This design comes from an exercise in tuning for small area, a short achievable clock period and few clock cycles per item on the open sky130 flow, not from production work. No functional check of the RTL was part of this run. Power is estimated from default activity; no workload was simulated.

==> flow/config.mk <==
export PLATFORM = sky130hd
export DESIGN_NAME = m3p_rle
export DESIGN_NICKNAME = m3p_rle
export VERILOG_FILES = /design/flow/design.v
export SDC_FILE = /design/flow/constraint.sdc
export NUM_CORES = 4
export LEC_CHECK = 0
export CAP_MARGIN = 20
export CORE_MARGIN = 2
export CORE_UTILIZATION = 40
export SLEW_MARGIN = 20
==> flow/constraint.sdc <==
create_clock -name core_clock -period 12.0 [get_ports {clk}]
set_input_delay 2.4000 -clock core_clock [delete_from_list [all_inputs] [get_ports {clk}]]
set_output_delay 2.4000 -clock core_clock [all_outputs]
set_load 0.01 [all_outputs]
==> flow/design.v <==
module m3p_rle (
    input  wire        clk,
    input  wire        rst,         
    input  wire        start,       
    input  wire [1:0]  op,          
    input  wire [15:0] width,       
    input  wire [15:0] src_len,     
    output reg  [1:0]  status,      
    output reg  [1:0]  errcode,     
    output reg  [15:0] dst_len,
    output reg         src_re,
    output reg  [15:0] src_addr,
    input  wire [7:0]  src_rdata,
    output reg         dst_we,
    output reg  [15:0] dst_waddr,
    output reg  [7:0]  dst_wdata,
    output reg         dst_re,
    output reg  [15:0] dst_raddr,
    input  wire [7:0]  dst_rdata
);
    localparam ST_IDLE = 2'd0, ST_BUSY = 2'd1, ST_DONE = 2'd2, ST_ERROR = 2'd3;
    localparam OP_PREDICT = 2'd0, OP_UNPREDICT = 2'd1, OP_ENCODE = 2'd2, OP_DECODE = 2'd3;
    localparam ERR_NONE = 2'd0, ERR_INVARG = 2'd1, ERR_MALFORMED = 2'd2;
    localparam M_ZC = 2'd0,    
               M_ZF = 2'd1,    
               M_LC = 2'd2,    
               M_LD = 2'd3;    
    wire busy = (status == ST_BUSY);
    reg [1:0]  opq;
    reg [15:0] ip;         
    reg        imore;      
    reg [16:0] na;         
    reg [7:0]  xq, nq;     
    reg        xz, nz;     
    reg [7:0]  kw;         
    reg        ph;         
    reg        wide;       
    reg        cap_x, cap_n, nok1, v2, v3;
    reg [7:0]  aq, dq;     
    reg [7:0]  x2, n2, nw2, wv;
    reg        cn;         
    reg        cv, nv, rv;                    
    reg [1:0]  prime;      
    reg [1:0]  md;
    reg        zw;         
    reg        fin_q;      
    wire is_pred = (opq == OP_PREDICT);
    wire is_unp  = (opq == OP_UNPREDICT);
    wire is_enc  = (opq == OP_ENCODE);
    wire is_filt = ~opq[1];
    wire [15:0] ip_inc = ip + 16'd1;
    wire iss_x = busy && is_filt &&
                 (is_pred ? (!ph && imore)
                          : (imore && (wide || !(cap_n || v2 || v3 || dst_we))));
    wire iss_n = busy && is_filt && (is_pred ? ph : iss_x);
    wire f_done = !imore && !ph && !cap_x && !cap_n && !v2 && !v3;
    wire       c1   = (wv >= n2);        
    wire       c2   = (wv >= nw2);       
    wire       selw = (c1 && c2 && cn) || (!c1 && !c2 && !cn);
    wire       seln = (!c1 && c2 && cn) || (c1 && !c2 && !cn);
    wire [7:0] xw   = is_pred ? (x2 - wv) : (x2 + wv);
    wire [7:0] dw   = is_pred ? (dq - wv) : (dq + wv);
    wire [7:0] fres = selw ? xw : (seln ? aq : dw);
    wire       nx_nz   = !nv || !nz;
    wire       k_max   = (kw == 8'd255);
    wire       k_lt254 = (kw[7:1] != 7'h7f);
    wire       k_one   = (kw == 8'd1);
    wire       x_one   = (xq == 8'd1);
    wire [7:0] kw_inc  = kw + 8'd1;
    reg        p_adv, p_we, p_wslot, p_fin, p_err;
    reg [7:0]  p_wd;
    always @(*) begin
        p_adv = 1'b0; p_we = 1'b0; p_wslot = 1'b0; p_fin = 1'b0; p_err = 1'b0;
        p_wd  = xq;
        if (!busy || is_filt || fin_q) begin
        end else if (prime != 2'd0) begin
            p_adv = 1'b1;
        end else if (is_enc) begin
            if (!md[0]) begin
                if (cv && xz && !k_max) begin
                    p_adv = 1'b1; p_we = 1'b1; p_wslot = 1'b1; p_wd = kw_inc;
                end else if (!zw) begin
                    p_we = 1'b1; p_wslot = 1'b1; p_wd = kw;
                end else if (!cv) begin
                    p_fin = 1'b1;
                end else if (!xz || nx_nz) begin
                    p_adv = 1'b1; p_we = 1'b1;
                end
            end else begin
                if (cv && ((!xz && !k_max) || (nx_nz && k_lt254))) begin
                    p_adv = 1'b1; p_we = 1'b1;
                end else begin
                    p_we = 1'b1; p_wslot = 1'b1; p_wd = kw;
                    if (!cv) p_fin = 1'b1;
                    else if (xz) p_adv = 1'b1;
                end
            end
        end else begin
            case (md)
                M_ZC: begin
                    if (!cv) begin
                        p_err = 1'b1;
                    end else begin
                        p_adv = 1'b1;
                        if (!xz) begin
                            p_we = 1'b1; p_wd = 8'd0;
                        end
                        if ((xz || x_one) && !nv) p_fin = 1'b1;
                    end
                end
                M_ZF: begin
                    p_we = 1'b1; p_wd = 8'd0;
                    if (k_one && !cv) p_fin = 1'b1;
                end
                M_LC: begin
                    p_adv = 1'b1;
                    if (xz && !nv) p_fin = 1'b1;
                end
                default: begin  
                    if (!cv) begin
                        p_err = 1'b1;
                    end else begin
                        p_adv = 1'b1; p_we = 1'b1;
                        if (k_one && !nv) p_fin = 1'b1;
                    end
                end
            endcase
        end
    end
    always @(*) begin
        dst_raddr = na[15:0];
        if (is_filt) begin
            src_re   = iss_x || iss_n;
            src_addr = ph ? na[15:0] : ip;
            dst_re   = is_unp && iss_x && !na[16];
        end else begin
            src_re   = p_adv;
            src_addr = ip;
            dst_re   = 1'b0;
        end
    end
    always @(posedge clk) begin
        if (rst) begin
            status    <= ST_IDLE;
            errcode   <= ERR_NONE;
            dst_len   <= 16'd0;
            dst_we    <= 1'b0;
            dst_waddr <= 16'd0;
            dst_wdata <= 8'd0;
            opq     <= OP_PREDICT;
            ip      <= 16'd0;
            imore   <= 1'b0;
            na      <= 17'd0;
            xq      <= 8'd0;
            nq      <= 8'd0;
            xz      <= 1'b0;
            nz      <= 1'b0;
            kw      <= 8'd0;
            ph      <= 1'b0;
            wide    <= 1'b0;
            cap_x   <= 1'b0;
            cap_n   <= 1'b0;
            nok1    <= 1'b0;
            v2      <= 1'b0;
            v3      <= 1'b0;
            aq      <= 8'd0;
            dq      <= 8'd0;
            x2      <= 8'd0;
            n2      <= 8'd0;
            nw2     <= 8'd0;
            wv      <= 8'd0;
            cn      <= 1'b0;
            cv      <= 1'b0;
            nv      <= 1'b0;
            rv      <= 1'b0;
            prime   <= 2'd0;
            md      <= 2'd0;
            zw      <= 1'b0;
            fin_q   <= 1'b0;
        end else if (!busy) begin
            dst_we <= 1'b0;
            if (start) begin
                opq     <= op;
                errcode <= ERR_NONE;
                dst_len <= (op == OP_ENCODE) ? 16'd2 : 16'd0;
                ip      <= 16'd0;
                imore   <= (src_len != 16'd0);
                ph      <= 1'b0;
                wide    <= (width > 16'd4);
                cap_x   <= 1'b0;
                cap_n   <= 1'b0;
                v2      <= 1'b0;
                v3      <= 1'b0;
                n2      <= 8'd0;
                wv      <= 8'd0;
                kw      <= 8'd0;
                cv      <= 1'b0;
                nv      <= 1'b0;
                rv      <= 1'b0;
                prime   <= 2'd3;
                md      <= 2'd0;
                zw      <= 1'b0;
                fin_q   <= 1'b0;
                na      <= op[1] ? 17'd0 : (17'd0 - {1'b0, width});
                if (!op[1] && width == 16'd0) begin
                    status  <= ST_ERROR;
                    errcode <= ERR_INVARG;
                end else begin
                    status  <= ST_BUSY;
                end
            end
        end else if (is_filt) begin
            cap_x <= iss_x;
            cap_n <= iss_n;
            if (is_pred) ph <= iss_x;
            if (iss_n) begin
                nok1  <= !na[16];
                ip    <= ip_inc;
                imore <= (ip_inc != src_len);
                na    <= na + 17'd1;
            end
            if (cap_x) xq <= src_rdata;
            if (cap_n) nq <= nok1 ? (is_pred ? src_rdata : dst_rdata) : 8'd0;
            v2 <= cap_n;
            if (v2) begin
                aq  <= is_pred ? (xq - nq) : (xq + nq);
                dq  <= is_pred ? (xq - nq + n2) : (xq + nq - n2);
                cn  <= (nq >= n2);
                x2  <= xq;
                n2  <= nq;
                nw2 <= n2;
            end
            v3 <= v2;
            dst_we <= v3;
            if (v3) begin
                dst_wdata <= fres;
                dst_waddr <= dst_len;
                dst_len   <= dst_len + 16'd1;
                wv        <= is_pred ? x2 : fres;
            end
            if (f_done) status <= ST_DONE;
        end else begin
            if (p_adv) begin
                xq <= nq;
                xz <= nz;
                cv <= nv;
                nq <= src_rdata;
                nz <= (src_rdata == 8'd0);
                nv <= rv;
                rv <= imore;
                if (imore) begin
                    ip    <= ip_inc;
                    imore <= (ip_inc != src_len);
                end
            end
            dst_we    <= p_we;
            dst_wdata <= p_wd;
            dst_waddr <= p_wslot ? na[15:0] : dst_len;
            if (prime != 2'd0) begin
                prime <= prime - 2'd1;
            end else if (fin_q) begin
                status <= ST_DONE;
            end else if (is_enc) begin
                if (!md[0]) begin
                    if (cv && xz && !k_max) begin
                        kw <= kw_inc;
                        zw <= 1'b1;
                    end else if (!zw) begin
                        zw <= 1'b1;
                    end else if (!cv) begin
                        dst_len <= na[15:0] + 16'd1;
                    end else begin
                        md <= 2'd1;
                        na <= na + 17'd1;
                        if (!xz || nx_nz) begin
                            dst_len <= dst_len + 16'd1;
                            kw      <= 8'd1;
                        end else begin
                            kw      <= 8'd0;
                        end
                    end
                end else begin
                    if (cv && ((!xz && !k_max) || (nx_nz && k_lt254))) begin
                        dst_len <= dst_len + 16'd1;
                        kw      <= kw_inc;
                    end else if (cv) begin
                        md      <= 2'd0;
                        na      <= {1'b0, dst_len};
                        dst_len <= dst_len + 16'd2;
                        zw      <= 1'b0;
                        kw      <= xz ? 8'd1 : 8'd0;
                    end
                end
            end else begin
                if (p_we) dst_len <= dst_len + 16'd1;
                case (md)
                    M_ZC: begin
                        kw <= xq - 8'd1;
                        if (xz || x_one) md <= M_LC;
                        else md <= M_ZF;
                    end
                    M_ZF: begin
                        kw <= kw - 8'd1;
                        if (k_one) md <= M_LC;
                    end
                    M_LC: begin
                        kw <= xq;
                        md <= xz ? M_ZC : M_LD;
                    end
                    default: begin
                        kw <= kw - 8'd1;
                        if (k_one) md <= M_ZC;
                    end
                endcase
            end
            if (p_fin) fin_q <= 1'b1;
            if (p_err) begin
                status  <= ST_ERROR;
                errcode <= ERR_MALFORMED;
                dst_len <= 16'd0;
            end
        end
    end
endmodule
==> flow/run.sh <==
#!/bin/bash
# synth_recipe.tcl (not shown) runs the flow's synth.tcl, then flattens the netlist and writes it again
# the make line also repeats each setting of config.mk as NAME=value (left out here)
make -C /OpenROAD-flow-scripts/flow DESIGN_CONFIG=/design/flow/config.mk WORK_HOME=/design/flow/orfs CLKGATE_MAP_FILE= SYNTH_SCRIPT=/design/flow/synth_recipe.tcl finish
==> run summary <==
## worst max-delay path: cells and delay by family, from the launching register on
kind | cells | cell delay [ns]
buf+inv | 2 | 0.98
simple gates | 2 | 1.36
flops | 1 | 0.32
compound gates | 4 | 0.98
## registers in the layout, indices dropped and copies added (netlist names), 2 cells and up
signal / cells
dst_waddr: 16
xq: 8
prime: 2
wv: 8
dst_len: 16
kw: 8
opq: 2
dst_wdata: 8
status: 2
md: 2
nw2: 8
dq: 8
errcode: 2
nq: 8
na: 17
n2: 8
ip: 16
x2: 8
aq: 8
## per-stage QoR
stage | utilization [%] | power [mW]
after global routing | 45.7 | 1.64
after global placement | 44.0 | 0.984
after floorplan | - | 0.863
after detailed placement | 44.0 | 0.986
final | 45.7 | 1.58
after CTS | 45.7 | 1.58
## where the power goes
group	leakage, nW	switching [mW]	internal, mW
clock	0.295	0.280	0.322
sequential	1.39	0.0501	0.589
combinational	3.94	0.200	0.141
total	5.63	0.530	1.05
## cells by family after synthesis
group / Yosys count / synth area share [%]
AND/OR/NAND/NOR: 637 / 21.2
adder cells (fa/ha/maj): 90 / 8.10
multiplexers: 64 / 4.64
AO/OA/AOI/OAI: 580 / 27.7
XOR/XNOR: 114 / 7.11
buffers and inverters: 239 / 7.29
flip-flops: 172 / 24.0
## worst max-delay path by stage
stage                     endpoint                start
final                       src_re  opq[1]$_SDFFE_PP0P_
after global routing        src_re  opq[1]$_SDFFE_PP0P_
after CTS                   src_re  opq[1]$_SDFFE_PP0P_
after detailed placement    src_re  opq[1]$_SDFFE_PP0P_
after global placement      src_re  opq[1]$_SDFFE_PP0P_
after floorplan             src_re   md[0]$_SDFFE_PP0P_
## metal layers
metal  share of wire [%]  track usage (%)
met1                  46             38.6
met4                 2.2             8.82
met3                 6.5             3.50
met5                   0                0
met2                  45             42.4
## placed cells by master, fill, tap and decap left out, drive strengths merged, types with 44 or more instances in the layout
cell type,count
mux2i,44
xnor2,72
a21oi,168
a211oi,84
nor3,53
ha,79
nand2,183
clkdlybuf4s50,130
o21ai,101
nand3,55
nor2,194
inv,86
dfxtp,172
## layout make-up
type	count	area (um^2)	area share, %
Tap cell	461	577	3.55
Timing Repair Buffer	149	1450	8.92
Inverter	78	293	1.80
Multi-Input combinational cell	1485	9860	60.7
Clock inverter	14	170	1.05
Clock buffer	18	439	2.71
Sequential cell	172	3440	21.2
==> run summary <==
core area 35500 um^2; Final ANT Viol Nets 0; Top FF cell, synth dfxtp_1; RSZ-0062 raised after global routing false; Layout Cells excl Fill 2377; # DRC 0; Mapped Avg Cell Area 7.57 um^2; Max Clk Rate 0.153 GHz; crit path max fanout 49; DRT Pass-1 Iters 6; Synth Warn # 1; status complete, no violations; clk_skew 0.0170 ns; cell with the most instances after synthesis nor2_1; Post-Syn Area 14300 um^2; endpoint type of the worst setup path output port; HP Class reg -> reg; worst hold path endpoint nw2[4]$_SDFFE_PP0P_; DP HPWL 37.6 mm; number of synthesized flops with an enable pin 0; # fillers 3609; # diodes 0; grt ovf 0; register bit count reported by yosys 172; Yosys cell types 108; hold_buf cts 0; Setup Viol. Count Final 0; final WL 51.5 mm; CP max-delay cell nor2_2; Vias 14.5k; synth cell count leaders nor2_1, nand2_1, dfxtp_1; Die X 193 um; per-cell routed wire length 21.7 um; vias per inst 6.11; worst slew pin tran 0.958 ns; Die ar. 37400 um^2; VDD IR-drop max 0.106 mV; post-route setup slack 5.48 ns; post-placement cell area 15600 um^2; # nets final 2041; CTS sink cnt 172; design area 16200 um^2; setup_tns 0 ns; Inst Count DP 2345; Worst EP required 9.60 ns; antenna violations before repair 0; CP Data Arrival Time 4.12 ns; Post-CTS Resized 0; worst setup path class reg -> out; first-pass GRT wire length 81.0 mm; synthesis-to-finish area growth 13.2%; Ports 132; port bufs 131; R2R depth 13; CTS root buf clkbuf_16; Yosys top cell area share 24.0%; critical-path cell list buf_4, nand2b_1, nor2_2, a32oi_1, o21ai_2, a211oi_4, a311o_1, clkdlybuf4s50_1; Tcrit/Tclk final 54.4%; reg2reg start opq[1]$_SDFFE_PP0P_; CTS buffer count 17; Die Y 193 um; worst hold slack 0.459 ns; Setup WS pre-CTS 6.10 ns; clk slew on worst S/H paths 0.08 ns; Tmin final 6.52 ns; Core Rows 69; vias in the first global route 13.9k; Leakage 5.63 nW; largest net degree at the start of global routing 89; asr flop ratio synth 0%; area leader, netlist dfxtp_1; Worst-Skew Late Latency 0.46 ns; initial core utilization 40.4%; setup bufs post-CTS 0; TritonCTS clock tree built; Mapped Nets 2034; GRT Util Overall 27.1%; Min-Delay Path Depth 2; DRT iter0 DRCs 1618; max_cap viols 0; Final GP Congestion 0.927; slowest cell delay on critical path 0.79 ns; CTS H-Tree Depth 4; sequential share of the synthesized area 24.0%; HP Start nw2[4]$_SDFFE_PP0P_; fin. max-slew vios 0; top post-synthesis cells by area dfxtp_1, ha_1, a21oi_1; share of cells above drive strength 1 7.10%; Max clock buf depth 2; Synth Instances 1896; final hold vios 0; relative slew slack 36.0%; worst reg-to-reg setup slack 7.62 ns; Setup crit start kind flip-flop; Power Density 97.5 nW/um^2; r2r endpoint wv[5]$_SDFFE_PP0P_

[re-timing with driven ports]
In the flow no input, the clock included, has a driving cell. The finished layout below was timed again as built, in two steps. Step 1, drivers: a clkbuf_16 drives clk and a buf_2 each remaining input, both assumed. Step 2, shift: input delay + t, output delay - t, t = (earliest + latest rising clock arrival at the registers) / 2. This alone moves slack from input paths to output paths. Slacks: ideal / step 1 / step 2; pairs: ideal / step 1.
t (ns): 0.503
setup WS [ns]: 5.475 / 5.421 / 5.924
slew at the worst register clock pin (ns): 0.08 / 0.08
After both steps this run still meets setup and hold. The setup slack of this run moves by -0.054 ns with the drivers and by +0.449 ns with both steps.
